This design comes from an exercise in tuning for small area, a short achievable clock period and few clock cycles per item on the open sky130 flow, not from production work. No run shown here included a check of the RTL's function; only the layout flow was run.

`flow/flow/run.sh`:
```
#!/bin/bash
# Standard ORFS layout, with 1x port buffers and a timing-repair target
# tighter than the clock (the clock and the SDC are unchanged).
set -euo pipefail
bash standard.sh synth > synth.log 2>&1
bash standard.sh SETUP_SLACK_MARGIN=8 BUFFER_PORTS_ARGS="-buffer_cell sky130_fd_sc_hd__buf_1" finish > layout.log 2>&1
```
`flow/standard.sh`:
```
#!/bin/bash
# synth_recipe.tcl (not shown) runs the flow's synth.tcl, then flattens the netlist and writes it again
# the make line also repeats each setting of config.mk as NAME=value (left out here)
make -C /OpenROAD-flow-scripts/flow DESIGN_CONFIG=/design/flow/config.mk WORK_HOME=/design/flow/orfs CLKGATE_MAP_FILE= SYNTH_SCRIPT=/design/flow/synth_recipe.tcl "${@:-finish}"
```
`flow/config.mk`:
```
export PLATFORM = sky130hd
export DESIGN_NAME = tea_core
export DESIGN_NICKNAME = tea_core
export VERILOG_FILES = /design/flow/design.v
export SDC_FILE = /design/flow/constraint.sdc
export NUM_CORES = 4
export LEC_CHECK = 0
export ABC_AREA = 1
export CAP_MARGIN = 20
export CORE_MARGIN = 2
export CORE_UTILIZATION = 40
export SLEW_MARGIN = 20
```
`flow/constraint.sdc`:
```
create_clock -name core_clock -period 12.0 [get_ports {clk}]
set_input_delay 2.4000 -clock core_clock [delete_from_list [all_inputs] [get_ports {clk}]]
set_output_delay 2.4000 -clock core_clock [all_outputs]
set_load 0.01 [all_outputs]
```
`flow/design.v`:
```
module tea_mix #(parameter integer ARCH = 1) (
    input  wire [31:0] v,
    input  wire [31:0] acc,
    input  wire [31:0] a,
    input  wire [31:0] b,
    output wire [31:0] f
);
    wire [31:0] t0, t1, t2;
    tea_add #(.ARCH(ARCH)) u0 (.x({v[27:0], 4'b0000}), .y(a), .ci(1'b0), .s(t0));
    tea_add #(.ARCH(ARCH)) u1 (.x(v), .y(acc), .ci(1'b0), .s(t1));
    tea_add #(.ARCH(ARCH)) u2 (.x({5'b00000, v[31:5]}), .y(b), .ci(1'b0), .s(t2));
    assign f = t0 ^ t1 ^ t2;
endmodule
module tea_add #(parameter integer ARCH = 1) (
    input  wire [31:0] x,
    input  wire [31:0] y,
    input  wire        ci,
    output wire [31:0] s
);
    wire [31:0] p = x ^ y;
    wire [31:0] g0 = x & y;
    wire [31:0] G [0:10];
    wire [31:0] P [0:10];
    assign G[0] = {g0[31:1], g0[0] | (p[0] & ci)};
    assign P[0] = p;
    genvar l, i;
    generate
        if (ARCH == 9) begin : beh
            assign s = x + y + {31'd0, ci};
        end else if (ARCH >= 10) begin : blk
            localparam integer K = ARCH - 10;
            wire [32:0] c;
            assign c[0] = ci;
            for (i = 0; i < 32; i = i + 1) begin : r
                if (i % K == K - 1) begin : bo
                    wire [K:0] gg;
                    wire [K:0] pp;
                    assign gg[0] = 1'b0;
                    assign pp[0] = 1'b1;
                    for (l = 0; l < K; l = l + 1) begin : q
                        assign gg[l+1] = g0[i-K+1+l] | (p[i-K+1+l] & gg[l]);
                        assign pp[l+1] = pp[l] & p[i-K+1+l];
                    end
                    assign c[i+1] = gg[K] | (pp[K] & c[i-K+1]);
                end else begin : bi
                    assign c[i+1] = g0[i] | (p[i] & c[i]);
                end
            end
            assign G[1] = c[32:1];
            assign s = p ^ c[31:0];
        end else if (ARCH == 0) begin : rip
            assign P[1] = P[0];
            assign G[1][0] = G[0][0];
            for (i = 1; i < 32; i = i + 1) begin : r
                assign G[1][i] = G[0][i] | (P[0][i] & G[1][i-1]);
            end
            assign s = p ^ {G[1][30:0], ci};
        end else if (ARCH == 2) begin : skl
            for (l = 0; l < 5; l = l + 1) begin : lv
                for (i = 0; i < 32; i = i + 1) begin : b
                    if ((i >> l) & 1) begin : op
                        assign G[l+1][i] = G[l][i] | (P[l][i] & G[l][((i >> l) << l) - 1]);
                        assign P[l+1][i] = P[l][i] & P[l][((i >> l) << l) - 1];
                    end else begin : pass
                        assign G[l+1][i] = G[l][i];
                        assign P[l+1][i] = P[l][i];
                    end
                end
            end
            assign s = p ^ {G[5][30:0], ci};
        end else if (ARCH == 3) begin : ks
            for (l = 0; l < 5; l = l + 1) begin : lv
                for (i = 0; i < 32; i = i + 1) begin : b
                    if (i >= (1 << l)) begin : op
                        assign G[l+1][i] = G[l][i] | (P[l][i] & G[l][i - (1 << l)]);
                        assign P[l+1][i] = P[l][i] & P[l][i - (1 << l)];
                    end else begin : pass
                        assign G[l+1][i] = G[l][i];
                        assign P[l+1][i] = P[l][i];
                    end
                end
            end
            assign s = p ^ {G[5][30:0], ci};
        end else if (ARCH == 4 || ARCH == 5) begin : hc
            for (i = 0; i < 32; i = i + 1) begin : l0
                if (i % 2 == 1) begin : op
                    assign G[1][i] = G[0][i] | (P[0][i] & G[0][i-1]);
                    assign P[1][i] = P[0][i] & P[0][i-1];
                end else begin : pass
                    assign G[1][i] = G[0][i];
                    assign P[1][i] = P[0][i];
                end
            end
            for (l = 1; l < 5; l = l + 1) begin : lv
                for (i = 0; i < 32; i = i + 1) begin : b
                    if (i % 2 == 1 && ARCH == 4 && i >= (1 << l) + 1) begin : opk
                        assign G[l+1][i] = G[l][i] | (P[l][i] & G[l][i - (1 << l)]);
                        assign P[l+1][i] = P[l][i] & P[l][i - (1 << l)];
                    end else if (i % 2 == 1 && ARCH == 5 && ((i >> l) & 1)) begin : ops
                        assign G[l+1][i] = G[l][i] | (P[l][i] & G[l][((i >> l) << l) - 1]);
                        assign P[l+1][i] = P[l][i] & P[l][((i >> l) << l) - 1];
                    end else begin : pass
                        assign G[l+1][i] = G[l][i];
                        assign P[l+1][i] = P[l][i];
                    end
                end
            end
            for (i = 0; i < 32; i = i + 1) begin : l5
                if (i % 2 == 0 && i > 0) begin : op
                    assign G[6][i] = G[5][i] | (P[5][i] & G[5][i-1]);
                    assign P[6][i] = P[5][i] & P[5][i-1];
                end else begin : pass
                    assign G[6][i] = G[5][i];
                    assign P[6][i] = P[5][i];
                end
            end
            assign s = p ^ {G[6][30:0], ci};
        end else begin : bk
            for (l = 0; l < 5; l = l + 1) begin : up
                for (i = 0; i < 32; i = i + 1) begin : b
                    if ((i % (2 << l)) == (2 << l) - 1) begin : op
                        assign G[l+1][i] = G[l][i] | (P[l][i] & G[l][i - (1 << l)]);
                        assign P[l+1][i] = P[l][i] & P[l][i - (1 << l)];
                    end else begin : pass
                        assign G[l+1][i] = G[l][i];
                        assign P[l+1][i] = P[l][i];
                    end
                end
            end
            for (l = 3; l >= 0; l = l - 1) begin : dn
                for (i = 0; i < 32; i = i + 1) begin : b
                    if ((i % (2 << l)) == (1 << l) - 1 && i >= (2 << l)) begin : op
                        assign G[9-l][i] = G[8-l][i] | (P[8-l][i] & G[8-l][i - (1 << l)]);
                        assign P[9-l][i] = P[8-l][i] & P[8-l][i - (1 << l)];
                    end else begin : pass
                        assign G[9-l][i] = G[8-l][i];
                        assign P[9-l][i] = P[8-l][i];
                    end
                end
            end
            assign s = p ^ {G[9][30:0], ci};
        end
    endgenerate
endmodule
module tea_core #(parameter integer ARCH = 12) (
    input  wire        clk,
    input  wire        rst,           
    input  wire        in_valid,
    output wire        in_ready,
    input  wire        in_decrypt,    
    input  wire [63:0] in_key,
    input  wire [63:0] in_block,
    output wire        out_valid,
    input  wire        out_ready,
    output wire [63:0] out_block
);
    reg         busy;       
    reg         vld;        
    reg  [6:0]  cnt;        
    reg         dec;
    reg  [63:0] key;
    reg  [31:0] a, b;
    reg  [31:0] acc;        
    function [31:0] acc_of(input [4:0] m);
        case (m)
            5'd0: acc_of = 32'h9E3779B9;
            5'd1: acc_of = 32'h3C6EF372;
            5'd2: acc_of = 32'hDAA66D2B;
            5'd3: acc_of = 32'h78DDE6E4;
            5'd4: acc_of = 32'h1715609D;
            5'd5: acc_of = 32'hB54CDA56;
            5'd6: acc_of = 32'h5384540F;
            5'd7: acc_of = 32'hF1BBCDC8;
            5'd8: acc_of = 32'h8FF34781;
            5'd9: acc_of = 32'h2E2AC13A;
            5'd10: acc_of = 32'hCC623AF3;
            5'd11: acc_of = 32'h6A99B4AC;
            5'd12: acc_of = 32'h08D12E65;
            5'd13: acc_of = 32'hA708A81E;
            5'd14: acc_of = 32'h454021D7;
            5'd15: acc_of = 32'hE3779B90;
            5'd16: acc_of = 32'h81AF1549;
            5'd17: acc_of = 32'h1FE68F02;
            5'd18: acc_of = 32'hBE1E08BB;
            5'd19: acc_of = 32'h5C558274;
            5'd20: acc_of = 32'hFA8CFC2D;
            5'd21: acc_of = 32'h98C475E6;
            5'd22: acc_of = 32'h36FBEF9F;
            5'd23: acc_of = 32'hD5336958;
            5'd24: acc_of = 32'h736AE311;
            5'd25: acc_of = 32'h11A25CCA;
            5'd26: acc_of = 32'hAFD9D683;
            5'd27: acc_of = 32'h4E11503C;
            5'd28: acc_of = 32'hEC48C9F5;
            5'd29: acc_of = 32'h8A8043AE;
            5'd30: acc_of = 32'h28B7BD67;
            5'd31: acc_of = 32'hC6EF3720;
        endcase
    endfunction
    wire        idle   = ~busy & ~vld;
    wire        accept = in_valid & idle;
    wire        swp    = cnt[6];
    wire        last   = dec ? cnt[6] & ~cnt[0] : (cnt[5:0] == 6'd63);
    wire [6:0]  cnt_nx = idle ? {7{in_decrypt}} : cnt + 7'd1;
    wire [31:0] f;
    tea_mix #(.ARCH(ARCH)) u_mix (.v(a), .acc(acc), .a(key[63:32]), .b(key[31:0]), .f(f));
    wire [31:0] a_step;
    tea_add #(.ARCH(ARCH)) u_add (.x(b), .y(f ^ {32{dec}}), .ci(dec), .s(a_step));
    assign in_ready  = idle;
    assign out_valid = vld;
    assign out_block = {b, a};
    always @(posedge clk) begin
        if (rst) begin
            busy <= 1'b0;
            vld  <= 1'b0;
        end else begin
            if (accept) begin
                busy <= 1'b1;
                vld  <= 1'b0;
            end else if (busy) begin
                if (last) begin
                    busy <= 1'b0;
                    vld  <= 1'b1;
                end
            end else if (out_ready) begin
                vld <= 1'b0;
            end
        end
    end
    always @(posedge clk) begin
        cnt <= cnt_nx;
        acc <= idle ? acc_of(5'd0) : acc_of(cnt_nx[5:1] ^ {5{dec}});
        if (idle) begin
            key <= in_key;
            dec <= in_decrypt;
            a   <= in_block[31:0];
            b   <= in_block[63:32];
        end else if (busy) begin
            a   <= swp ? b : a_step;
            b   <= a;
        end
    end
endmodule
```
==> flow_summary.json, run 1 <==
{
  "end_kind": "flip-flop",
  "route.final.wire_length_um": 35510,
  "drc_errors": 0,
  "grt_usage_pct": 21.68,
  "slowest_delay_ns": 0.40,
  "worst_slack_ns": 6.190,
  "postRouteAntennaNets": 0,
  "setup_viol": 0,
  "run_status": "timing/DRC/antenna clean",
  "synthDominantCellAreaShare_pct": 30.97,
  "finalSetupTns_ns": 0,
  "yosysTopAreaCell": "sky130_fd_sc_hd__edfxtp_1",
  "mappedNetlistArea_um2": 12510,
  "hold_critical_path_depth": 1,
  "cts_tree": "done",
  "grt_setup_unrepaired": "yes",
  "place_worst_setup_slack_ns": 5.980,
  "worstReg2RegStart": "a[0]",
  "path_max_fanout": 3,
  "setup.worst_path.start_class": "flip-flop",
  "routed_wire_length_per_instance_um": 17.62,
  "per_cell_via_count_in_the_routed_design": 5.045,
  "die_height_um": 180.8,
  "floorplan.core_area_um2": 30670,
  "insertion_delay_of_the_later_clocked_pin_in_the_worst_skew_pair_ns": 0.45,
  "clock_tree.root_cell": "sky130_fd_sc_hd__clkbuf_16",
  "final_min_period_over_clock_period_pct": 48.42,
  "hold_buffers": 0,
  "syn-num-nets": 1681,
  "final_util_pct": 50.95,
  "worst_hold_startpoint": "cnt[0]",
  "timing.reg2reg.setup_slack_ns": 6.19,
  "synth_cell_type_count": 34,
  "wire_length_of_the_first_global_routing_pass_um": 55190,
  "final_design_area_no_fill_um2": 15630,
  "path_class": "flip-flop to flip-flop",
  "pin_count_of_the_biggest_net_entering_global_routing": 79,
  "placement.cell_area_um2": 13930,
  "first_global_vias": 10120,
  "dominant_synthesized_flop_cell": "sky130_fd_sc_hd__edfxtp_1",
  "cts_max_path_buffers": 2,
  "maxcap_viol_count": 0,
  "clock_sinks": 170,
  "avgSynthCellArea_um2": 9.184,
  "tritoncts.num_buffers": 17,
  "dpl.hpwl_um": 25740,
  "initial_cell_density_of_the_core_pct": 40.78,
  "min_to": "cnt[0]",
  "synth_enable_flop_cells": 129,
  "dr.pass1.iters": 6,
  "initial_antenna_violation_count": 1,
  "slowest_stage": "sky130_fd_sc_hd__edfxtp_1",
  "max_freq_mhz": 172.1,
  "final_layout_size_suffix_gt1_share_pct": 18.48,
  "final.min_clock_period_ns": 5.810,
  "io_buffers": 198,
  "crit_arrival_ns": 5.97,
  "cts.clk_slew.worst_paths_ns": 0.07,
  "cp_common_cell": "sky130_fd_sc_hd__nand2_2",
  "area_delta_synth_final_pct": 24.94,
  "seq_total_area_yosys_pct": 37.53,
  "slew_viol_final": 0,
  "ys_warn_count": 2,
  "worstHoldPathType": "flip-flop to flip-flop",
  "worst_clock_skew_ns": 0.01388,
  "dieArea_um2": 32700,
  "rows": 64,
  "worstReg2RegEnd": "a[31]",
  "ys_top_cells_by_area": "sky130_fd_sc_hd__edfxtp_1 (31%), sky130_fd_sc_hd__ha_1 (13%), sky130_fd_sc_hd__fa_1 (9.4%)",
  "die_w_um": 180.8,
  "boundaryPins": 199,
  "synth.ff_latch_count": 170,
  "final_hold_viol_count": 0,
  "yosys.cell_count.top_type": "sky130_fd_sc_hd__nand2_1",
  "cts_htree_levels": 4,
  "critical_path_required_ns": 12.16,
  "place.gp.congestion": 0.8533,
  "ys_async_sr_fraction_pct": 0,
  "grt-ovfl-total": 0,
  "dr.first_iter.drc_count": 644,
  "fin_nets": 1924,
  "post_synth_inst_count": 1362,
  "worstRegToRegCells": 42,
  "worst_pin_slew_ns": 1.007,
  "slew-limit-headroom_pct": 32.88,
  "synth_top_cells_by_count": "sky130_fd_sc_hd__nand2_1 (228), sky130_fd_sc_hd__inv_1 (200), sky130_fd_sc_hd__a21oi_1 (143), sky130_fd_sc_hd__edfxtp_1 (129), sky130_fd_sc_hd__ha_1 (127)",
  "vias_after_detailed_routing": 10170
}
[worst max-delay path by stage]
stage | from | end | slack [ns] | cells past startpoint
after floorplan | a[0] | a[31] | 6.78 | 47
after global placement | a[0] | a[31] | 6.10 | 41
after detailed placement | a[0] | a[31] | 5.98 | 47
after CTS | a[0] | a[31] | 6.12 | 47
after global routing | a[0] | a[31] | 5.76 | 42
final | a[0] | a[31] | 6.19 | 42
[state kept, by name, indices dropped and copies added, names as in the netlist]
name  count
busy      1
a        32
cnt       7
vld       1
dec       1
key      64
b        32
acc      32
[kinds of logic after synthesis]
kind of cell,synth area share [%]
AO/OA/AOI/OAI,11.02
XOR/XNOR,10.29
adder cells (fa/ha/maj),22.15
buffers and inverters,7.292
flip-flops,37.53
AND/OR/NAND/NOR,11.71
[routing by layer]
layer	GRT usage, %	vias up	wire length [um]
li1	-	4953	-
met3	3.951	37	1902
met4	6.226	0	612
met1	29.43	4862	16040
met5	0	-	0
met2	35.45	313	16950
[stage by stage]
stage | cells | hold slack (ns)
detailed placement | 1928 | 0.5394
floorplan | 1362 | 0.4845
finish | 2015 | 0.5560
CTS | 1992 | 0.5555
global placement | 1927 | 0.5185
global route | 2015 | 0.6214
[cell type report]
type / count / area, um2
Antenna cell: 1 / 2.502
Clock buffer: 18 / 429.2
Clock inverter: 14 / 241.5
Fill cell: 2876 / 15040
Inverter: 202 / 773.2
Multi-Input combinational cell: 952 / 7687
Sequential cell: 170 / 4696
Tap cell: 396 / 495.5
Timing Repair Buffer: 260 / 1287
Timing Repair inverter: 2 / 15.01
[placed cells by master, fill, tap and decap left out, drive strengths merged, types with 20 or more instances in the layout]
cell type	synthesis	routed
clkbuf	36	20
edfxtp	129	129
a21oi	144	144
ha	127	127
nand2	253	253
nor2	68	69
inv	200	203
xnor2	121	121
buf	3	258
xor2	26	26
dfxtp	41	41
nand3	25	25
fa	59	59
o21ai	90	90
[worst max-delay path, delay by kind of cell, from the launching register on]
| kind | cells | cell delay (ns) |
|---|---|---|
| and+or+nand+nor | 20 | 1.53 |
| DFF | 1 | 0.40 |
| xor gates and xnor gates | 7 | 1.19 |
| buffers and inverters | 6 | 0.44 |
| adders and majority gates | 5 | 1.55 |
| AOI/OAI and AO/OA | 4 | 0.41 |
[what timing repair did]
action | 4_1_cts | 5_1_grt
endpoints found under the setup margin | 51 | 52
cloned | 3 | 1
pin swaps | 48 | 64
setup buffers | 29 | 21
gates resized for setup | 71 | 99
endpoints found under the hold margin | 0 | 0
==> inputs of run 2 (changes only) <==
--- a/flow/design.v
+++ b/flow/design.v
@@ -158,3 +158,3 @@
     reg         vld;        
-    reg  [6:0]  cnt;        
+    reg  [5:0]  cnt;        
     reg         dec;
@@ -199,12 +199,13 @@
     endfunction
-    wire        idle   = ~busy & ~vld;
-    wire        accept = in_valid & idle;
-    wire        swp    = cnt[6];
-    wire        last   = dec ? cnt[6] & ~cnt[0] : (cnt[5:0] == 6'd63);
-    wire [6:0]  cnt_nx = idle ? {7{in_decrypt}} : cnt + 7'd1;
-    wire [31:0] f;
-    tea_mix #(.ARCH(ARCH)) u_mix (.v(a), .acc(acc), .a(key[63:32]), .b(key[31:0]), .f(f));
-    wire [31:0] a_step;
-    tea_add #(.ARCH(ARCH)) u_add (.x(b), .y(f ^ {32{dec}}), .ci(dec), .s(a_step));
-    assign in_ready  = idle;
+    wire        accept = in_valid & in_ready;
+    wire        swp    = cnt[5];
+    wire        last   = dec ? cnt[5] & ~cnt[0] : (cnt[4:0] == 5'd31);
+    wire [5:0]  cnt_nx = accept ? {6{in_decrypt}} : cnt + 6'd1;
+    wire        dec_nx = accept ? in_decrypt : dec;
+    wire [31:0] f1, f2, x, a_rd;
+    tea_mix #(.ARCH(ARCH)) u_mix1 (.v(a), .acc(acc), .a(key[63:32]), .b(key[31:0]), .f(f1));
+    tea_add #(.ARCH(ARCH)) u_add1 (.x(b), .y(f1 ^ {32{dec}}), .ci(dec), .s(x));
+    tea_mix #(.ARCH(ARCH)) u_mix2 (.v(x), .acc(acc), .a(key[63:32]), .b(key[31:0]), .f(f2));
+    tea_add #(.ARCH(ARCH)) u_add2 (.x(a), .y(f2 ^ {32{dec}}), .ci(dec), .s(a_rd));
+    assign in_ready  = ~busy & (~vld | out_ready);
     assign out_valid = vld;
@@ -231,4 +232,4 @@
         cnt <= cnt_nx;
-        acc <= idle ? acc_of(5'd0) : acc_of(cnt_nx[5:1] ^ {5{dec}});
-        if (idle) begin
+        acc <= acc_of(cnt_nx[4:0] ^ {5{dec_nx}});
+        if (accept) begin
             key <= in_key;
@@ -238,4 +239,4 @@
         end else if (busy) begin
-            a   <= swp ? b : a_step;
-            b   <= a;
+            a   <= swp ? b : a_rd;
+            b   <= swp ? a : x;
         end
==> flow/flow/run.sh (replaced) <==
#!/bin/bash
# Standard ORFS layout, with 1x port buffers and a timing-repair target
# tighter than the clock (the clock and the SDC are unchanged).
set -euo pipefail
bash standard.sh synth > synth.log 2>&1
bash standard.sh SETUP_SLACK_MARGIN=5 BUFFER_PORTS_ARGS="-buffer_cell sky130_fd_sc_hd__buf_1" finish > layout.log 2>&1
--- a/flow/config.mk
+++ b/flow/config.mk
@@ -11,2 +11,3 @@
 export CORE_UTILIZATION = 40
+export CTS_BUF_LIST = sky130_fd_sc_hd__clkbuf_4 sky130_fd_sc_hd__clkbuf_8
 export SLEW_MARGIN = 20
==> flow_summary.json, run 2 <==
{
  "area_delta_synth_final_pct": 23.57,
  "placement.cell_area_um2": 19630,
  "seq_total_area_yosys_pct": 26.05,
  "critical_path_required_ns": 12.33,
  "clock_tree.root_cell": "sky130_fd_sc_hd__clkbuf_8",
  "dominant_synthesized_flop_cell": "sky130_fd_sc_hd__edfxtp_1",
  "final_hold_viol_count": 0,
  "synth_top_cells_by_count": "sky130_fd_sc_hd__nand2_1 (385), sky130_fd_sc_hd__xnor2_1 (245), sky130_fd_sc_hd__ha_1 (239), sky130_fd_sc_hd__inv_1 (203), sky130_fd_sc_hd__edfxtp_1 (128)",
  "first_global_vias": 15070,
  "path_class": "flip-flop to flip-flop",
  "synth_cell_type_count": 44,
  "drc_errors": 0,
  "grt_usage_pct": 24.16,
  "slew_viol_final": 0,
  "die_w_um": 215.6,
  "ys_top_cells_by_area": "sky130_fd_sc_hd__edfxtp_1 (21%), sky130_fd_sc_hd__ha_1 (17%), sky130_fd_sc_hd__fa_1 (13%)",
  "mappedNetlistArea_um2": 17910,
  "floorplan.core_area_um2": 44220,
  "initial_cell_density_of_the_core_pct": 40.50,
  "ys_warn_count": 2,
  "final_common_cell": "sky130_fd_sc_hd__nand2_1",
  "synth_enable_flop_cells": 128,
  "insertion_delay_of_the_later_clocked_pin_in_the_worst_skew_pair_ns": 0.58,
  "fin_nets": 2762,
  "final_util_pct": 50.04,
  "clock_sinks": 169,
  "slowest_delay_ns": 0.65,
  "final_min_period_over_clock_period_pct": 68.26,
  "wire_length_of_the_first_global_routing_pass_um": 85300,
  "postRouteAntennaNets": 0,
  "per_cell_via_count_in_the_routed_design": 5.049,
  "cts.clk_slew.worst_paths_ns": 0.09,
  "commonest_non_fill_non_tap_cells_in_the_layout": "sky130_fd_sc_hd__nand2_1 (339), sky130_fd_sc_hd__ha_1 (212), sky130_fd_sc_hd__buf_1 (198)",
  "run_status": "timing/DRC/antenna clean",
  "path_delay_family": "adder cells",
  "dr.pass1.iters": 4,
  "finalHoldWorstSlack_ns": 0.5054,
  "crit_arrival_ns": 8.52,
  "io_buffers": 198,
  "die_height_um": 215.6,
  "top_register": "key",
  "synthDominantCellAreaShare_pct": 21.46,
  "routed_wire_length_per_instance_um": 19.39,
  "slowest_stage": "sky130_fd_sc_hd__fa_2",
  "numPlacedInstances": 2741,
  "hold_buffers": 0,
  "yosysTopAreaCell": "sky130_fd_sc_hd__edfxtp_1",
  "final.fill_count": 4122,
  "max_freq_mhz": 122.1,
  "final_design_area_no_fill_um2": 22130,
  "worst_clock_skew_ns": 0.01986,
  "dr.first_iter.drc_count": 861,
  "grt-ovfl-total": 0,
  "slew-limit-headroom_pct": 31.87,
  "crit_buf_inv": 3,
  "ys_async_sr_fraction_pct": 0,
  "end_kind": "flip-flop",
  "tritoncts.num_buffers": 17,
  "finalSetupTns_ns": 0,
  "pin_count_of_the_biggest_net_entering_global_routing": 71,
  "cp_common_cell": "sky130_fd_sc_hd__nand2_4",
  "syn-num-nets": 2477,
  "initial_antenna_violation_count": 0,
  "post_synth_inst_count": 1987,
  "worstHoldPathType": "flip-flop to flip-flop",
  "dpl.hpwl_um": 41570,
  "vias_after_detailed_routing": 14530,
  "diodes": 0,
  "cts_tree": "done",
  "maxcap_viol_count": 0,
  "yosys.cell_count.top_type": "sky130_fd_sc_hd__nand2_1",
  "worst_pin_slew_ns": 1.022,
  "final_layout_size_suffix_gt1_share_pct": 24.42,
  "instances_no_fill": 2877,
  "cts_htree_levels": 4,
  "rows": 77,
  "path_max_fanout": 3,
  "avgSynthCellArea_um2": 9.013,
  "largest_register_ffs": 64,
  "setup.worst_path.start_class": "flip-flop",
  "dieArea_um2": 46480,
  "route.final.wire_length_um": 55800,
  "place.gp.congestion": 0.9008,
  "setup_viol": 0,
  "grt_setup_unrepaired": "yes",
  "final.min_clock_period_ns": 8.191,
  "boundaryPins": 199,
  "synth.ff_latch_count": 169,
  "cts_max_path_buffers": 2
}
run 2: cell types whose count changed after synthesis, moves of 36 or more:
cell / previous run / this run
sky130_fd_sc_hd__nand2_1: 228 / 385
sky130_fd_sc_hd__o21ai_1: 3 / 39
sky130_fd_sc_hd__nand2_2: 25 / 70
sky130_fd_sc_hd__xnor2_1: 121 / 245
sky130_fd_sc_hd__fa_1: 59 / 118
sky130_fd_sc_hd__o21ai_0: 87 / 24
sky130_fd_sc_hd__ha_1: 127 / 239
sky130_fd_sc_hd__xor2_1: 26 / 69
sky130_fd_sc_hd__a31oi_1: 5 / 51
run 2: final timing paths:
check | startpoint | to | slack, ns | cells past startpoint
hold reg to reg | vld | vld | 0.51 | 2
setup reg to reg | key[0] | a[31] | 3.81 | 57
hold / removal | vld | vld | 0.51 | 2
setup / recovery | key[0] | a[31] | 3.81 | 57
run 2: through the flow:
stage	setup slack, ns
global route	3.380
finish	3.809
floorplan	4.403
CTS	3.784
global placement	3.040
detailed placement	2.971
run 2: metal layers:
metal / share of wire [%] / GRT usage, % / vias up
met5: 0 / 0 / -
met4: 2.0 / 7.149 / 0
met3: 4.9 / 4.553 / 67
met2: 48 / 40.09 / 359
met1: 45 / 32.02 / 7081
li1: - / - / 7018
run 2: worst reg2reg max path: cells and delay by family (launching register included):
kind | cells | cell delay, ns
XOR/XNOR | 7 | 1.16
buffers and inverters | 3 | 0.24
flip-flops | 1 | 0.45
AO/OA/AOI/OAI | 2 | 0.23
AND/OR/NAND/NOR | 36 | 2.57
adder cells (fa/ha/maj) | 9 | 3.26
run 2: logic make-up (layout without fill, tap and decap cells):
logic type,after synthesis,in the layout,synth area share (%)
compound gates,255,255,7.923
xor+xnor,316,316,15.60
fa+ha+maj,357,357,29.89
buf+inv,304,602,6.777
flops,169,169,26.05
simple gates,586,586,13.76
run 2: area by class of cell:
cell class | instances | area, um2 | share of cell area, %
Timing Repair Buffer | 312 | 1634 | 7.384
Tap cell | 592 | 740.7 | 3.347
Clock inverter | 10 | 127.6 | 0.5767
Inverter | 258 | 979.7 | 4.427
Clock buffer | 22 | 271.5 | 1.227
Multi-Input combinational cell | 1514 | 13710 | 61.94
Sequential cell | 169 | 4669 | 21.10
run 2: repair_timing:
action,in CTS,in global routing
endpoints found under the setup margin,25,23
gates resized for setup,134,152
pin swaps,109,127
setup buffers,66,38
==> inputs of run 3 (changes only) <==
--- a/flow/design.v
+++ b/flow/design.v
@@ -29,23 +29,2 @@
             assign s = x + y + {31'd0, ci};
-        end else if (ARCH >= 10) begin : blk
-            localparam integer K = ARCH - 10;
-            wire [32:0] c;
-            assign c[0] = ci;
-            for (i = 0; i < 32; i = i + 1) begin : r
-                if (i % K == K - 1) begin : bo
-                    wire [K:0] gg;
-                    wire [K:0] pp;
-                    assign gg[0] = 1'b0;
-                    assign pp[0] = 1'b1;
-                    for (l = 0; l < K; l = l + 1) begin : q
-                        assign gg[l+1] = g0[i-K+1+l] | (p[i-K+1+l] & gg[l]);
-                        assign pp[l+1] = pp[l] & p[i-K+1+l];
-                    end
-                    assign c[i+1] = gg[K] | (pp[K] & c[i-K+1]);
-                end else begin : bi
-                    assign c[i+1] = g0[i] | (p[i] & c[i]);
-                end
-            end
-            assign G[1] = c[32:1];
-            assign s = p ^ c[31:0];
         end else if (ARCH == 0) begin : rip
@@ -144,3 +123,29 @@
 endmodule
-module tea_core #(parameter integer ARCH = 12) (
+module tea_addpg (
+    input  wire [31:0] p,
+    input  wire [31:0] g,
+    input  wire        ci,
+    output wire [31:0] s
+);
+    wire [31:0] G [0:5];
+    wire [31:0] P [0:5];
+    assign G[0] = {g[31:1], g[0] | (p[0] & ci)};
+    assign P[0] = p;
+    genvar l, i;
+    generate
+        for (l = 0; l < 5; l = l + 1) begin : lv
+            for (i = 0; i < 32; i = i + 1) begin : b
+                if ((i >> l) & 1) begin : op
+                    assign G[l+1][i] = G[l][i] | (P[l][i] & G[l][((i >> l) << l) - 1]);
+                    assign P[l+1][i] = P[l][i] & P[l][((i >> l) << l) - 1];
+                end else begin : pass
+                    assign G[l+1][i] = G[l][i];
+                    assign P[l+1][i] = P[l][i];
+                end
+            end
+        end
+    endgenerate
+    assign s = p ^ {G[5][30:0], ci};
+endmodule
+module tea_core #(parameter integer ARCH = 1) (
     input  wire        clk,
@@ -158,3 +163,3 @@
     reg         vld;        
-    reg  [5:0]  cnt;        
+    reg  [6:0]  cnt;        
     reg         dec;
@@ -199,13 +204,14 @@
     endfunction
-    wire        accept = in_valid & in_ready;
-    wire        swp    = cnt[5];
-    wire        last   = dec ? cnt[5] & ~cnt[0] : (cnt[4:0] == 5'd31);
-    wire [5:0]  cnt_nx = accept ? {6{in_decrypt}} : cnt + 6'd1;
-    wire        dec_nx = accept ? in_decrypt : dec;
-    wire [31:0] f1, f2, x, a_rd;
-    tea_mix #(.ARCH(ARCH)) u_mix1 (.v(a), .acc(acc), .a(key[63:32]), .b(key[31:0]), .f(f1));
-    tea_add #(.ARCH(ARCH)) u_add1 (.x(b), .y(f1 ^ {32{dec}}), .ci(dec), .s(x));
-    tea_mix #(.ARCH(ARCH)) u_mix2 (.v(x), .acc(acc), .a(key[63:32]), .b(key[31:0]), .f(f2));
-    tea_add #(.ARCH(ARCH)) u_add2 (.x(a), .y(f2 ^ {32{dec}}), .ci(dec), .s(a_rd));
-    assign in_ready  = ~busy & (~vld | out_ready);
+    wire        idle   = ~busy & ~vld;
+    wire        accept = in_valid & idle;
+    wire        swp    = cnt[6];
+    wire        last   = dec ? cnt[6] & ~cnt[0] : (cnt[5:0] == 6'd63);
+    wire [6:0]  cnt_nx = idle ? {7{in_decrypt}} : cnt + 7'd1;
+    wire [31:0] f;
+    tea_mix #(.ARCH(ARCH)) u_mix (.v(a), .acc(acc), .a(key[63:32]), .b(key[31:0]), .f(f));
+    wire [31:0] p_s = f ^ (b ^ {32{dec}});
+    wire [31:0] g_s = b & ~p_s;
+    wire [31:0] a_step;
+    tea_addpg u_add (.p(p_s), .g(g_s), .ci(dec), .s(a_step));
+    assign in_ready  = idle;
     assign out_valid = vld;
@@ -232,4 +238,4 @@
         cnt <= cnt_nx;
-        acc <= acc_of(cnt_nx[4:0] ^ {5{dec_nx}});
-        if (accept) begin
+        acc <= idle ? acc_of(5'd0) : acc_of(cnt_nx[5:1] ^ {5{dec}});
+        if (idle) begin
             key <= in_key;
@@ -239,4 +245,4 @@
         end else if (busy) begin
-            a   <= swp ? b : a_rd;
-            b   <= swp ? a : x;
+            a   <= swp ? b : a_step;
+            b   <= a;
         end
==> flow/flow/run.sh (replaced) <==
#!/bin/bash
# Standard ORFS layout, with 1x port buffers and a timing-repair target
# tighter than the clock (the clock and the SDC are unchanged).
set -euo pipefail
bash standard.sh synth > synth.log 2>&1
bash standard.sh SETUP_SLACK_MARGIN=7 BUFFER_PORTS_ARGS="-buffer_cell sky130_fd_sc_hd__buf_1" finish > layout.log 2>&1
==> flow_summary.json, run 3 <==
{
  "run_status": "timing/DRC/antenna clean",
  "min_to": "cnt[0]",
  "setup_viol": 0,
  "boundaryPins": 199,
  "worstReg2RegStart": "a[8]",
  "slew_viol_final": 0,
  "slowest_stage": "sky130_fd_sc_hd__edfxtp_1",
  "final_layout_size_suffix_gt1_share_pct": 7.004,
  "critical_path_required_ns": 12.25,
  "dpl.hpwl_um": 32960,
  "synth_enable_flop_cells": 129,
  "postRouteAntennaNets": 0,
  "hold_critical_path_depth": 1,
  "path_class": "flip-flop to flip-flop",
  "wire_length_of_the_first_global_routing_pass_um": 67950,
  "route.final.wire_length_um": 43620,
  "avgSynthCellArea_um2": 7.210,
  "post_synth_inst_count": 2047,
  "grt_usage_pct": 22.79,
  "vias_after_detailed_routing": 13480,
  "numPlacedInstances": 2678,
  "finalSetupTns_ns": 0,
  "cp_common_cell": "sky130_fd_sc_hd__nand2_1",
  "path_delay_family": "simple AND/OR/NAND/NOR gates",
  "yosysTopAreaCell": "sky130_fd_sc_hd__edfxtp_1",
  "final_design_area_no_fill_um2": 16550,
  "final.fill_count": 3763,
  "ys_top_cells_by_area": "sky130_fd_sc_hd__edfxtp_1 (26%), sky130_fd_sc_hd__nand2_1 (18%), sky130_fd_sc_hd__ha_1 (8.2%)",
  "synth_top_cells_by_count": "sky130_fd_sc_hd__nand2_1 (709), sky130_fd_sc_hd__inv_1 (298), sky130_fd_sc_hd__nor2_1 (150), sky130_fd_sc_hd__edfxtp_1 (129), sky130_fd_sc_hd__nand3_1 (118)",
  "yosys.cell_count.top_type": "sky130_fd_sc_hd__nand2_1",
  "die_w_um": 196.1,
  "fin_nets": 2517,
  "placement.cell_area_um2": 15910,
  "end_kind": "flip-flop",
  "tritoncts.num_buffers": 17,
  "die_height_um": 196.1,
  "commonest_non_fill_non_tap_cells_in_the_layout": "sky130_fd_sc_hd__nand2_1 (702), sky130_fd_sc_hd__inv_1 (294), sky130_fd_sc_hd__buf_1 (198)",
  "place.gp.congestion": 0.8773,
  "final_min_period_over_clock_period_pct": 38.96,
  "worstReg2RegEnd": "a[26]",
  "slowest_delay_ns": 0.52,
  "final.min_clock_period_ns": 4.675,
  "clock_tree.root_cell": "sky130_fd_sc_hd__clkbuf_8",
  "worst_clock_skew_ns": 0.02241,
  "cts_max_path_buffers": 2,
  "mappedNetlistArea_um2": 14760,
  "dr.pass1.iters": 5,
  "crit_buf_inv": 3,
  "worst_pin_slew_ns": 1.039,
  "grt-ovfl-total": 0,
  "worstRegToRegCells": 25,
  "setup.worst_path.start_class": "flip-flop",
  "floorplan.core_area_um2": 36430,
  "slew-limit-headroom_pct": 30.76,
  "cts_tree": "done",
  "dieArea_um2": 38450,
  "seq_area_um2": 4695,
  "ys_async_sr_fraction_pct": 0,
  "worstHoldPathType": "flip-flop to flip-flop",
  "timing.reg2reg.setup_slack_ns": 7.32,
  "crit_arrival_ns": 4.93,
  "max_freq_mhz": 213.9,
  "routed_wire_length_per_instance_um": 16.01,
  "synthDominantCellAreaShare_pct": 26.25,
  "maxcap_viol_count": 0,
  "multi_input_combinational_cell_area_um2": 8788,
  "synth_cell_type_count": 53,
  "final_common_cell": "sky130_fd_sc_hd__nand2_1",
  "synth.ff_latch_count": 170,
  "io_buffers": 198,
  "dr.first_iter.drc_count": 924,
  "cts_htree_levels": 4,
  "clock_sinks": 170,
  "drc_errors": 0,
  "worst_hold_startpoint": "cnt[0]",
  "ys_warn_count": 3,
  "per_cell_via_count_in_the_routed_design": 4.946,
  "grt_setup_unrepaired": "yes",
  "rows": 70,
  "top_register": "key",
  "dominant_synthesized_flop_cell": "sky130_fd_sc_hd__edfxtp_1",
  "seq_total_area_yosys_pct": 31.81,
  "final_hold_viol_count": 0,
  "area_delta_synth_final_pct": 12.11,
  "initial_cell_density_of_the_core_pct": 40.51,
  "instances_no_fill": 2725,
  "initial_antenna_violation_count": 0,
  "insertion_delay_of_the_later_clocked_pin_in_the_worst_skew_pair_ns": 0.50,
  "path_max_fanout": 8,
  "pin_count_of_the_biggest_net_entering_global_routing": 131,
  "syn-num-nets": 2321,
  "largest_register_ffs": 64,
  "first_global_vias": 12650,
  "cts.clk_slew.worst_paths_ns": 0.10
}
[run 3: cells by family (layout without fill, tap and decap cells)]
kind of cell	Yosys count	count (layout)	share of synthesized area [%]
buffers and inverters	353	562	9.562
adders and majority gates	141	141	14.19
DFF	170	170	31.81
other	0	1	0
AOI/OAI and AO/OA	241	241	9.291
and+or+nand+nor	1052	1052	29.35
xor gates and xnor gates	90	90	5.799
[run 3: final cells by class]
| type | count | area share, % |
|---|---|---|
| flip-flops and latches | 170 | 28.37 |
| clock inverters | 11 | 0.6730 |
| well taps | 468 | 3.539 |
| clock buffers | 21 | 1.709 |
| multi-input cells | 1524 | 53.12 |
| repair buffers | 219 | 5.520 |
| diodes | 1 | 0.01512 |
| inverters | 311 | 7.055 |
[run 3: worst max path at each step]
| stage | cells past startpoint | startpoint | slack, ns | endpoint |
|---|---|---|---|---|
| final | 25 | a[8] | 7.32 | a[26] |
| after floorplan | 30 | a[5] | 7.48 | a[28] |
| after global routing | 27 | a[0] | 6.94 | a[31] |
| after global placement | 30 | a[5] | 6.27 | a[28] |
| after detailed placement | 30 | a[5] | 6.11 | a[31] |
| after CTS | 28 | a[6] | 7.01 | a[31] |
[run 3: worst reg2reg max path: stages, from the launching register on]
cell	delay (ns)
sky130_fd_sc_hd__edfxtp_1	0.52
sky130_fd_sc_hd__ha_1	0.39
sky130_fd_sc_hd__a21oi_1	0.18
sky130_fd_sc_hd__o21a_1	0.20
sky130_fd_sc_hd__o21ai_2	0.08
sky130_fd_sc_hd__inv_2	0.10
sky130_fd_sc_hd__o21ai_4	0.10
sky130_fd_sc_hd__a21boi_4	0.24
sky130_fd_sc_hd__o21ai_4	0.10
sky130_fd_sc_hd__buf_4	0.17
sky130_fd_sc_hd__a21o_1	0.17
sky130_fd_sc_hd__a21oi_1	0.16
sky130_fd_sc_hd__fa_1	0.48
sky130_fd_sc_hd__nand3b_1	0.20
sky130_fd_sc_hd__nand2_1	0.08
sky130_fd_sc_hd__nand2_1	0.06
sky130_fd_sc_hd__nand2_2	0.13
sky130_fd_sc_hd__inv_2	0.08
sky130_fd_sc_hd__nor3_2	0.24
sky130_fd_sc_hd__nand2_2	0.21
sky130_fd_sc_hd__nor3_2	0.18
sky130_fd_sc_hd__nand2_2	0.07
sky130_fd_sc_hd__nand3_1	0.10
sky130_fd_sc_hd__nand3_1	0.09
sky130_fd_sc_hd__nand2_1	0.08
sky130_fd_sc_hd__nand2_1	0.04
[run 3: through the flow]
step / utilization, % / hold slack, ns / worst slack, ns
2_1_floorplan: - / 0.4506 / 7.485
3_3_place_gp: 43.67 / 0.4810 / 6.266
3_5_place_dp: 43.67 / 0.4753 / 6.112
4_1_cts: 44.87 / 0.4970 / 7.009
5_1_grt: 45.41 / 0.5520 / 6.941
6_report: 45.41 / 0.4974 / 7.325
[run 3: metal layers]
layer,up-vias,track usage [%],routed length (um)
met2,330,38.14,20430
met4,0,5.556,816
met5,-,0,0
met1,6206,31.11,20530
met3,43,3.249,1855
li1,6899,-,-
[run 3: what timing repair did]
item,in CTS,in global routing
hold buffers,0,0
resized for setup,13,29
pin swaps,1,7
endpoints found under the setup margin,15,22
setup buffers,2,12
hold endpoints to repair,0,0
==> inputs of run 4 (changes only) <==
--- a/flow/design.v
+++ b/flow/design.v
@@ -209,5 +209,7 @@
     wire [6:0]  cnt_nx = idle ? {7{in_decrypt}} : cnt + 7'd1;
-    wire [31:0] f;
-    tea_mix #(.ARCH(ARCH)) u_mix (.v(a), .acc(acc), .a(key[63:32]), .b(key[31:0]), .f(f));
-    wire [31:0] p_s = f ^ (b ^ {32{dec}});
+    wire [31:0] t0, t1, t2;
+    tea_add #(.ARCH(ARCH)) u_t0 (.x({a[27:0], 4'b0000}), .y(key[63:32]), .ci(1'b0), .s(t0));
+    tea_add #(.ARCH(ARCH)) u_t1 (.x(a), .y(acc), .ci(1'b0), .s(t1));
+    tea_add #(.ARCH(ARCH)) u_t2 (.x({5'b00000, a[31:5]}), .y(key[31:0]), .ci(1'b0), .s(t2));
+    wire [31:0] p_s = (t0 ^ t1) ^ (t2 ^ b ^ {32{dec}});
     wire [31:0] g_s = b & ~p_s;
==> flow_summary.json, run 4 <==
{
  "worst_pin_slew_ns": 1.034,
  "yosysTopAreaCell": "sky130_fd_sc_hd__edfxtp_1",
  "grt_util_met2_pct": 36.66,
  "dieArea_um2": 36480,
  "area_delta_synth_final_pct": 13.60,
  "max_freq_mhz": 213.0,
  "yosys.cell_count.top_type": "sky130_fd_sc_hd__nand2_1",
  "largest_register_ffs": 64,
  "postRouteAntennaNets": 0,
  "final_layout_size_suffix_gt1_share_pct": 7.052,
  "boundaryPins": 199,
  "use_met1_pct": 29.77,
  "worst_slack_ns": 7.304,
  "floorplan.core_area_um2": 34460,
  "top_register": "key",
  "dr.pass1.iters": 7,
  "cts_tree": "done",
  "cp_common_cell": "sky130_fd_sc_hd__nand2_1",
  "slew_viol_final": 0,
  "die_w_um": 191.0,
  "setup_viol": 0,
  "commonest_non_fill_non_tap_cells_in_the_layout": "sky130_fd_sc_hd__nand2_1 (526), sky130_fd_sc_hd__inv_1 (199), sky130_fd_sc_hd__buf_1 (198)",
  "synth.ff_latch_count": 170,
  "grt_setup_unrepaired": "yes",
  "mappedNetlistArea_um2": 13990,
  "avgSynthCellArea_um2": 7.948,
  "finalHoldWorstSlack_ns": 0.5297,
  "final_util_pct": 46.11,
  "clock_sinks": 170,
  "dr.first_iter.drc_count": 736,
  "slowest_delay_ns": 0.43,
  "die_height_um": 191.0,
  "path_class": "flip-flop to flip-flop",
  "worstReg2RegEnd": "a[31]",
  "cts_htree_levels": 4,
  "worstHoldPathType": "flip-flop to flip-flop",
  "cts.clk_slew.worst_paths_ns": 0.09,
  "vias_after_detailed_routing": 12120,
  "finalSetupTns_ns": 0,
  "final_hold_viol_count": 0,
  "maxcap_viol_count": 0,
  "slew-limit-headroom_pct": 31.07,
  "path_max_fanout": 5,
  "setup.worst_path.start_class": "flip-flop",
  "cts_max_path_buffers": 2,
  "final_common_cell": "sky130_fd_sc_hd__nand2_1",
  "worstRegToRegCells": 29,
  "final_min_period_over_clock_period_pct": 39.13,
  "final.fill_count": 3493,
  "worstReg2RegStart": "a[5]",
  "pin_count_of_the_biggest_net_entering_global_routing": 199,
  "seq_total_area_yosys_pct": 33.56,
  "dpl.hpwl_um": 29910,
  "crit_arrival_ns": 4.96,
  "insertion_delay_of_the_later_clocked_pin_in_the_worst_skew_pair_ns": 0.51,
  "timing.reg2reg.setup_slack_ns": 7.30,
  "place.gp.congestion": 0.8967,
  "io_buffers": 198,
  "synthDominantCellAreaShare_pct": 27.69,
  "post_synth_inst_count": 1760,
  "cp-endpoint": "a[31]",
  "hold_buffers": 0,
  "run_status": "timing/DRC/antenna clean",
  "multi_input_combinational_cell_area_um2": 8497,
  "ys_top_cells_by_area": "sky130_fd_sc_hd__edfxtp_1 (28%), sky130_fd_sc_hd__nand2_1 (14%), sky130_fd_sc_hd__ha_1 (8.6%)",
  "first_global_vias": 11570,
  "grt-ovfl-total": 0,
  "wire_length_of_the_first_global_routing_pass_um": 61450,
  "slowest_stage": "sky130_fd_sc_hd__edfxtp_1",
  "grt_usage_pct": 21.96,
  "rows": 68,
  "initial_cell_density_of_the_core_pct": 40.60,
  "diodes": 0,
  "final.min_clock_period_ns": 4.696,
  "routed_wire_length_per_instance_um": 16.58,
  "synth_top_cells_by_count": "sky130_fd_sc_hd__nand2_1 (535), sky130_fd_sc_hd__inv_1 (202), sky130_fd_sc_hd__edfxtp_1 (129), sky130_fd_sc_hd__nor2_1 (109), sky130_fd_sc_hd__o21ai_0 (97)",
  "fin_nets": 2231,
  "grt.busiest_layer": "met2",
  "critical_path_required_ns": 12.27,
  "clock_tree.root_cell": "sky130_fd_sc_hd__clkbuf_8",
  "ys_async_sr_fraction_pct": 0,
  "syn-num-nets": 2033,
  "synth_cell_type_count": 55,
  "ys_warn_count": 3,
  "worst_clock_skew_ns": 0.02058,
  "drc_errors": 0,
  "dominant_synthesized_flop_cell": "sky130_fd_sc_hd__edfxtp_1",
  "end_kind": "flip-flop",
  "route.final.wire_length_um": 40230,
  "place_worst_setup_slack_ns": 6.516,
  "synth_enable_flop_cells": 129,
  "per_cell_via_count_in_the_routed_design": 4.995,
  "gr-usage-met3_pct": 3.158,
  "initial_antenna_violation_count": 0,
  "seq_area_um2": 4695,
  "worstSetupStartpoint": "a[5]",
  "tritoncts.num_buffers": 17
}
## run 4: worst min-delay path by stage
stage / endpoint / slack [ns] / from / cells after the start
after floorplan: cnt[0] / 0.47 / cnt[0] / 1
after global placement: cnt[0] / 0.52 / cnt[0] / 1
after detailed placement: cnt[0] / 0.52 / cnt[0] / 1
after CTS: cnt[0] / 0.53 / cnt[0] / 1
after global routing: cnt[0] / 0.55 / cnt[0] / 1
final: cnt[0] / 0.53 / cnt[0] / 1
## run 4: metrics by stage
stage          instances  instance area [um2]
3_3_place_gp        2376                15110
6_report            2426                15890
5_1_grt             2426                15890
4_1_cts             2408                15550
3_5_place_dp        2376                15110
2_1_floorplan       1760                13990
## run 4: per-layer routing
metal,share of wire [%],wire [um],vias up
li1,-,-,6091
met1,46,18590,5669
met2,47,18930,312
met3,5.0,2012,46
met4,1.7,702,0
met5,0,0,-
## run 4: final cells by class
| type | count | area share [%] |
|---|---|---|
| repair buffers | 220 | 5.795 |
| clock buffers | 25 | 1.890 |
| multi-input cells | 1339 | 53.47 |
| well taps | 455 | 3.583 |
| inverters | 210 | 4.961 |
| clock inverters | 7 | 0.7559 |
| flip-flops and latches | 170 | 29.54 |
## run 4: worst max-delay path, delay by kind of cell (launching register included)
kind	cells	cell delay, ns
XOR/XNOR	2	0.39
flip-flops	1	0.43
buffers and inverters	3	0.23
AO/OA/AOI/OAI	7	1.12
AND/OR/NAND/NOR	14	1.30
adder cells (fa/ha/maj)	3	0.99
## run 4: repair_timing
| action | in CTS | in global routing |
|---|---|---|
| resized for setup | 7 | 49 |
| setup buffers | 0 | 16 |
| cloned | 0 | 2 |
| endpoints found under the setup margin | 14 | 20 |
| pin swaps | 0 | 22 |
## run 4: cells by family (layout without fill, tap and decap cells)
logic type	after synthesis	after routing	synth area share, %
AO/OA/AOI/OAI	234	234	9.848
XOR/XNOR	172	172	11.06
adder cells (fa/ha/maj)	140	140	14.88
buffers and inverters	253	462	7.460
flip-flops	170	170	33.56
AND/OR/NAND/NOR	791	793	23.18

separate check: timing with driven ports:
In the flow no input, the clock included, has a driving cell. The finished layouts below were timed again as built, in two steps. Step 1 assumes that a clkbuf_16 drives the clock port and a buf_2 every other input. Step 2 also shifts input and output timing later by t, the mid clock arrival at the registers, as if the neighbouring blocks saw the same clock. Slacks: no drivers / after step 1 / after step 2; pairs: no drivers / after step 1.
run	t (ns)	slack for setup (ns)	hold slack, ns	worst register clock-pin slew, ns	pins driven straight from the clock port
run 1	0.495	6.190 / 6.190 / 6.190	0.556 / 0.556 / 0.556	0.07 / 0.07	1
run 2	0.618	3.809 / 3.809 / 3.809	0.505 / 0.505 / 0.505	0.10 / 0.10	1
run 3	0.539	7.325 / 7.325 / 6.822	0.497 / 0.497 / 0.497	0.11 / 0.11	1
run 4	0.548	7.304 / 7.304 / 6.800	0.530 / 0.530 / 0.530	0.10 / 0.10	1
After both steps setup and hold are still met in every run listed. The setup slack of run 4, which loses most, moves by 0.000 ns with the drivers and by -0.504 ns with both steps.
